This design comes from an exercise in tuning for small area on the open sky130 flow, not from production work.
In this exercise RTL edits were held to simulation tests only and were not proved equivalent to the original.
Power figures rest on the tool's default switching activity, not on a simulated workload.

==> harbor: inputs <==
==> flow/design.v <==
module ir_capture (
    input  wire          clk,
    input  wire          rst,         
    input  wire          tick,        
    input  wire [15:0]   pin,         
    input  wire          bus_valid,
    input  wire          bus_we,
    input  wire [2:0]    bus_idx,
    input  wire [31:0]   bus_wdata,
    output wire [31:0]   bus_rdata,
    output wire          evt_valid,
    output wire          evt_kind,
    output wire          evt_level,
    output wire [3:0]    evt_sink,
    output wire [15:0]   evt_dur
);
    localparam [8:0] ICNT = 9'h1f7;
    localparam [8:0] ICAP = 9'h1bf;
    localparam [9:0] ISET = 10'h3c8;
    localparam [3:0] ICTL = 4'h7;
    reg [8:0] cnt_r;
    reg [8:0] cap_r;
    reg [9:0] set_r;      
    reg [3:0] ctl_r;      
    wire [8:0] cnt     = cnt_r ^ ICNT;
    wire [8:0] capture = cap_r ^ ICAP;
    wire [9:0] setup_v = set_r ^ ISET;
    wire [3:0] ctl_v   = ctl_r ^ ICTL;
    wire [1:0] pol     = setup_v[1:0];
    wire [3:0] pin_sel = setup_v[5:2];
    wire [3:0] dec_id  = setup_v[9:6];
    wire       ecie     = ctl_v[0];
    wire       toie     = ctl_v[1];
    wire       edge_sel = ctl_v[2];
    wire       pin_q    = ctl_v[3];
    wire [31:0] wd = bus_wdata;
    wire wr = bus_valid & bus_we;
    wire rd = bus_valid & ~(bus_we | rst);
    wire ws = wr & (bus_idx == 3'd0) & ~(wd[1] & wd[0]);
    wire w_set = wr & bus_idx[0] & ~bus_idx[1];
    wire w_ctl = wr & (bus_idx == 3'd1);
    wire w_clr = wr & (bus_idx == 3'd6);
    wire [2:0] c_q   = {edge_sel, toie, ecie};
    wire [2:0] c_set = {3{w_set}} & wd[2:0];
    wire [2:0] c_clr = ({3{w_ctl}} & ~wd[2:0]) | ({3{w_clr}} & wd[2:0]);
    wire [2:0] c_w   = c_set | (c_q & ~c_clr);    
    wire [3:0] sel = ws ? wd[7:4] : pin_sel;
    wire       p   = ~sel[3] & pin[sel[2:0]];
    wire hit  = ~ws & c_w[0] & (p ^ pin_q) & ~(p ^ c_w[2]);
    wire wrap = cnt[8] & cnt[5] & cnt[3] & cnt[1] & cnt[0];
    wire tw   = tick & wrap;
    wire timeout = ~hit & tw & c_w[1] & ~ws;
    wire has_sink = |dec_id;    
    wire ev_edge  = ~rst & has_sink & hit;
    wire ev_eof   = ~rst & has_sink & timeout;
    assign evt_valid = ev_edge | ev_eof;
    assign evt_kind  = ev_eof;
    assign evt_level = ev_edge & p;
    assign evt_sink  = {4{evt_valid}} & dec_id;
    assign evt_dur   = {7'd0, {9{ev_edge}} & cnt};
    wire r0 = rd & (bus_idx == 3'd0);
    wire r1 = rd & (bus_idx == 3'd1);
    wire r2 = rd & (bus_idx == 3'd2);
    wire r3 = rd & (bus_idx == 3'd3);
    wire r4 = rd & (bus_idx == 3'd4);
    wire [11:0] rv = ({12{r0}} & {dec_id, pin_sel, 2'b00, pol})
                   | ({12{r1}} & {9'd0, c_q})
                   | ({12{r2}} & {11'd0, p})
                   | ({12{r3}} & {3'd0, capture})
                   | ({12{r4}} & {3'd0, cnt});
    assign bus_rdata = {20'd0, rv};
    wire auto_es = wd[1] ? ~p : wd[0];    
    wire cap_ld = ~rst & hit;
    wire cap_hd = ~rst & ~hit;
    wire set_ld = ~rst & ws;
    wire set_hd = ~rst & ~ws;
    wire cnt_run = ~rst & ~hit & ~tw;
    wire [8:0] cnt_inc = cnt + {8'd0, tick};
    wire [8:0] n_cnt = {9{cnt_run}} & cnt_inc;
    wire [8:0] n_cap = ({9{cap_ld}} & cnt) | ({9{cap_hd}} & capture);
    wire [9:0] n_set = ({10{set_ld}} & {wd[11:8], wd[7:4], wd[1:0]}) | ({10{set_hd}} & setup_v);
    wire [3:0] n_ctl;
    assign n_ctl[0] = ~rst & (ws | c_w[0]);
    assign n_ctl[1] = ~rst & (hit | (~ws & c_w[1] & ~tw));
    assign n_ctl[2] = ~rst & (ws ? auto_es : (c_w[2] ^ hit));
    assign n_ctl[3] = ~rst & p;
    always @(posedge clk) begin
        cnt_r <= n_cnt ^ ICNT;
        cap_r <= n_cap ^ ICAP;
        set_r <= n_set ^ ISET;
        ctl_r <= n_ctl ^ ICTL;
    end
endmodule
==> flow/flow/run.sh <==
#!/bin/bash
# Standard ORFS layout (the standard.sh) with:
#  - the standard synthesis with its final ABC mapping run on an area-oriented
#    script (flow/synth.tcl, flow/area.abc) and without the separate adder
#    mapping step (ADDER_MAP_FILE empty); registers are unchanged;
#  - buf_1 port buffers and one shared tie-low cell for the constant outputs;
#  - a clock tree of clkbuf_4 cells without dummy loads.
# make's full output goes to flow_make.log; each tool's own log is under
# orfs/logs/.
set -euo pipefail
here=$(pwd)
export MY_ABC=$here/flow/area.abc
bash standard.sh \
  SYNTH_SCRIPT=$here/flow/synth.tcl ADDER_MAP_FILE= \
  "BUFFER_PORTS_ARGS=-buffer_cell sky130_fd_sc_hd__buf_1" \
  SKIP_REPAIR_TIE_FANOUT=1 SYNTH_INSBUF=0 \
  "CTS_ARGS=-sink_clustering_enable -sink_clustering_size 32 -sink_clustering_max_diameter 200 -buf_list sky130_fd_sc_hd__clkbuf_4 -root_buf sky130_fd_sc_hd__clkbuf_4 -dont_use_dummy_load -repair_clock_nets" \
  finish > flow_make.log 2>&1
==> flow/flow/area.abc <==
strash
dc2
dch -f
amap
topo
==> flow/flow/synth.tcl <==
# The standard synthesis (synth_recipe.tcl), with the final ABC mapping
# run on an area-oriented script (flow/area.abc) instead of ORFS's.
proc synth {args} { yosys synth -nofsm -noshare {*}$args }
proc abc {args} {
  set keep {}
  for {set i 0} {$i < [llength $args]} {incr i} {
    set a [lindex $args $i]
    if {$a eq "-script"} { incr i; continue }
    lappend keep $a
  }
  yosys abc -script $::env(MY_ABC) {*}$keep
}
source $::env(SCRIPTS_DIR)/synth.tcl
# left out here: clear keep_hierarchy, flatten, clean up, hide names made inside functions, write 1_2_yosys.v
==> flow/standard.sh <==
#!/bin/bash
# synth_recipe.tcl (not shown) runs the flow's synth.tcl, then flattens the netlist and writes it again
# the make line also repeats each setting of config.mk as NAME=value (left out here)
make -C /OpenROAD-flow-scripts/flow DESIGN_CONFIG=/design/flow/config.mk WORK_HOME=/design/flow/orfs CLKGATE_MAP_FILE= SYNTH_SCRIPT=/design/flow/synth_recipe.tcl "${@:-finish}"
==> flow/config.mk <==
export PLATFORM = sky130hd
export DESIGN_NAME = ir_capture
export DESIGN_NICKNAME = ir_capture
export VERILOG_FILES = /design/flow/design.v
export SDC_FILE = /design/flow/constraint.sdc
export NUM_CORES = 4
export LEC_CHECK = 0
export ABC_AREA = 1
export CAP_MARGIN = 20
export CORE_MARGIN = 2
export CORE_UTILIZATION = 40
export GPL_TIMING_DRIVEN = 0
export SLEW_MARGIN = 20
==> flow/constraint.sdc <==
create_clock -name core_clock -period 10.0 [get_ports {clk}]
set_input_delay 2.0000 -clock core_clock [delete_from_list [all_inputs] [get_ports {clk}]]
set_output_delay 2.0000 -clock core_clock [all_outputs]
set_load 0.01 [all_outputs]
==> xenon: changes against harbor <==
--- a/flow/design.v
+++ b/flow/design.v
@@ -14,28 +14,18 @@
     output wire [3:0]    evt_sink,
     output wire [15:0]   evt_dur
 );
-    localparam [8:0] ICNT = 9'h1f7;
-    localparam [8:0] ICAP = 9'h1bf;
-    localparam [9:0] ISET = 10'h3c8;
-    localparam [3:0] ICTL = 4'h7;
-    reg [8:0] cnt_r;
-    reg [8:0] cap_r;
-    reg [9:0] set_r;      
-    reg [3:0] ctl_r;      
-    wire [8:0] cnt     = cnt_r ^ ICNT;
-    wire [8:0] capture = cap_r ^ ICAP;
-    wire [9:0] setup_v = set_r ^ ISET;
-    wire [3:0] ctl_v   = ctl_r ^ ICTL;
-    wire [1:0] pol     = setup_v[1:0];
-    wire [3:0] pin_sel = setup_v[5:2];
-    wire [3:0] dec_id  = setup_v[9:6];
-    wire       ecie     = ctl_v[0];
-    wire       toie     = ctl_v[1];
-    wire       edge_sel = ctl_v[2];
-    wire       pin_q    = ctl_v[3];
+    reg [8:0] cnt;
+    reg [8:0] capture;
+    reg       ecie;
+    reg       toie;
+    reg       edge_sel;
+    reg [1:0] pol;
+    reg [3:0] pin_sel;
+    reg [3:0] dec_id;
+    reg       pin_q;
     wire [31:0] wd = bus_wdata;
     wire wr = bus_valid & bus_we;
-    wire rd = bus_valid & ~(bus_we | rst);
+    wire rd = bus_valid & ~bus_we & ~rst;
     wire ws = wr & (bus_idx == 3'd0) & ~(wd[1] & wd[0]);
     wire w_set = wr & bus_idx[0] & ~bus_idx[1];
     wire w_ctl = wr & (bus_idx == 3'd1);
@@ -70,24 +60,33 @@
                    | ({12{r4}} & {3'd0, cnt});
     assign bus_rdata = {20'd0, rv};
     wire auto_es = wd[1] ? ~p : wd[0];    
-    wire cap_ld = ~rst & hit;
-    wire cap_hd = ~rst & ~hit;
-    wire set_ld = ~rst & ws;
-    wire set_hd = ~rst & ~ws;
-    wire cnt_run = ~rst & ~hit & ~tw;
-    wire [8:0] cnt_inc = cnt + {8'd0, tick};
-    wire [8:0] n_cnt = {9{cnt_run}} & cnt_inc;
-    wire [8:0] n_cap = ({9{cap_ld}} & cnt) | ({9{cap_hd}} & capture);
-    wire [9:0] n_set = ({10{set_ld}} & {wd[11:8], wd[7:4], wd[1:0]}) | ({10{set_hd}} & setup_v);
-    wire [3:0] n_ctl;
-    assign n_ctl[0] = ~rst & (ws | c_w[0]);
-    assign n_ctl[1] = ~rst & (hit | (~ws & c_w[1] & ~tw));
-    assign n_ctl[2] = ~rst & (ws ? auto_es : (c_w[2] ^ hit));
-    assign n_ctl[3] = ~rst & p;
     always @(posedge clk) begin
-        cnt_r <= n_cnt ^ ICNT;
-        cap_r <= n_cap ^ ICAP;
-        set_r <= n_set ^ ISET;
-        ctl_r <= n_ctl ^ ICTL;
+        if (rst) begin
+            cnt      <= 9'd0;
+            capture  <= 9'd0;
+            ecie     <= 1'b0;
+            toie     <= 1'b0;
+            edge_sel <= 1'b0;
+            pol      <= 2'd0;
+            pin_sel  <= 4'd0;
+            dec_id   <= 4'd0;
+            pin_q    <= 1'b0;
+        end else begin
+            if (hit | tw)
+                cnt <= 9'd0;
+            else
+                cnt <= cnt + {8'd0, tick};
+            if (hit)
+                capture <= cnt;
+            ecie     <= ws | c_w[0];
+            toie     <= hit | (~ws & c_w[1] & ~tw);
+            edge_sel <= ws ? auto_es : (c_w[2] ^ hit);
+            if (ws) begin
+                pol     <= wd[1:0];
+                pin_sel <= wd[7:4];
+                dec_id  <= wd[11:8];
+            end
+            pin_q    <= p;
+        end
     end
 endmodule
==> flow/flow/run.sh (replaced) <==
#!/bin/bash
# Standard ORFS layout, with smaller port buffers (buf_1) and a single shared
# tie-low cell for the constant outputs.
set -euo pipefail
bash standard.sh \
  "BUFFER_PORTS_ARGS=-buffer_cell sky130_fd_sc_hd__buf_1" \
  SKIP_REPAIR_TIE_FANOUT=1 \
  finish > flow_make.log 2>&1
- GPL_TIMING_DRIVEN: 0 -> unset
removed: flow/flow/area.abc
removed: flow/flow/synth.tcl
==> qor summary <==
Outcome: xenon no timing/DRC/antenna violations; harbor no timing/DRC/antenna violations
Net switching share of the total power: xenon 26.6%; harbor 26.3%
Post-Synth XOR/XNOR Area: xenon 2.46%; harbor 0%
Fraction of area in clock buffers and inverters: xenon 4.71%; harbor 2.12%
Final-layout non-clock buffer area share: xenon 9.20%; harbor 11.5%
Met2 capacity usage during global routing: xenon 29.7%; harbor 30.2%
Synth Area in Compound Gates: xenon 14.5%; harbor 29.5%
Seq/total area: xenon 28.0%; harbor 36.2%
Sequential share of power: xenon 45.2%; harbor 60.7%
Die area: xenon 5930 um^2; harbor 4170 um^2
Cell Count Post-Placement: xenon 401; harbor 292
Non-clock inverter count in the final layout: xenon 50; harbor 21
Initial Utilization: xenon 41.5%; harbor 40.7%
Met2 WL: xenon 2230 um; harbor 1630 um

## re-timing with driven ports
The flow's constraints put no driver on any port. The routed layouts listed below were extracted and timed again, unchanged, in two steps. Step 1: set_driving_cell puts a clkbuf_16 on clk and a buf_2 on each other input, an assumption about the parent block. Step 2 times the ports against the registers' clock, not the clock port: input delays grow and output delays shrink by t, the midpoint of the rising clock arrivals with the driver on. Three values: ideal ports, drivers, drivers and shift; two values: the first two.
run | t (ns) | setup slack, ns | worst setup path after step 2 | latest minus earliest clock arrival (ns)
harbor | 0.343 | 0.922 / 0.900 / 0.900 | input to output | 0.022 / 0.022
xenon | 0.316 | 3.514 / 3.491 / 3.491 | input to output | 0.009 / 0.009
After both steps setup and hold are still met in every run listed. The setup slack of xenon, which loses most, moves by -0.023 ns with the drivers and by -0.023 ns with both steps.
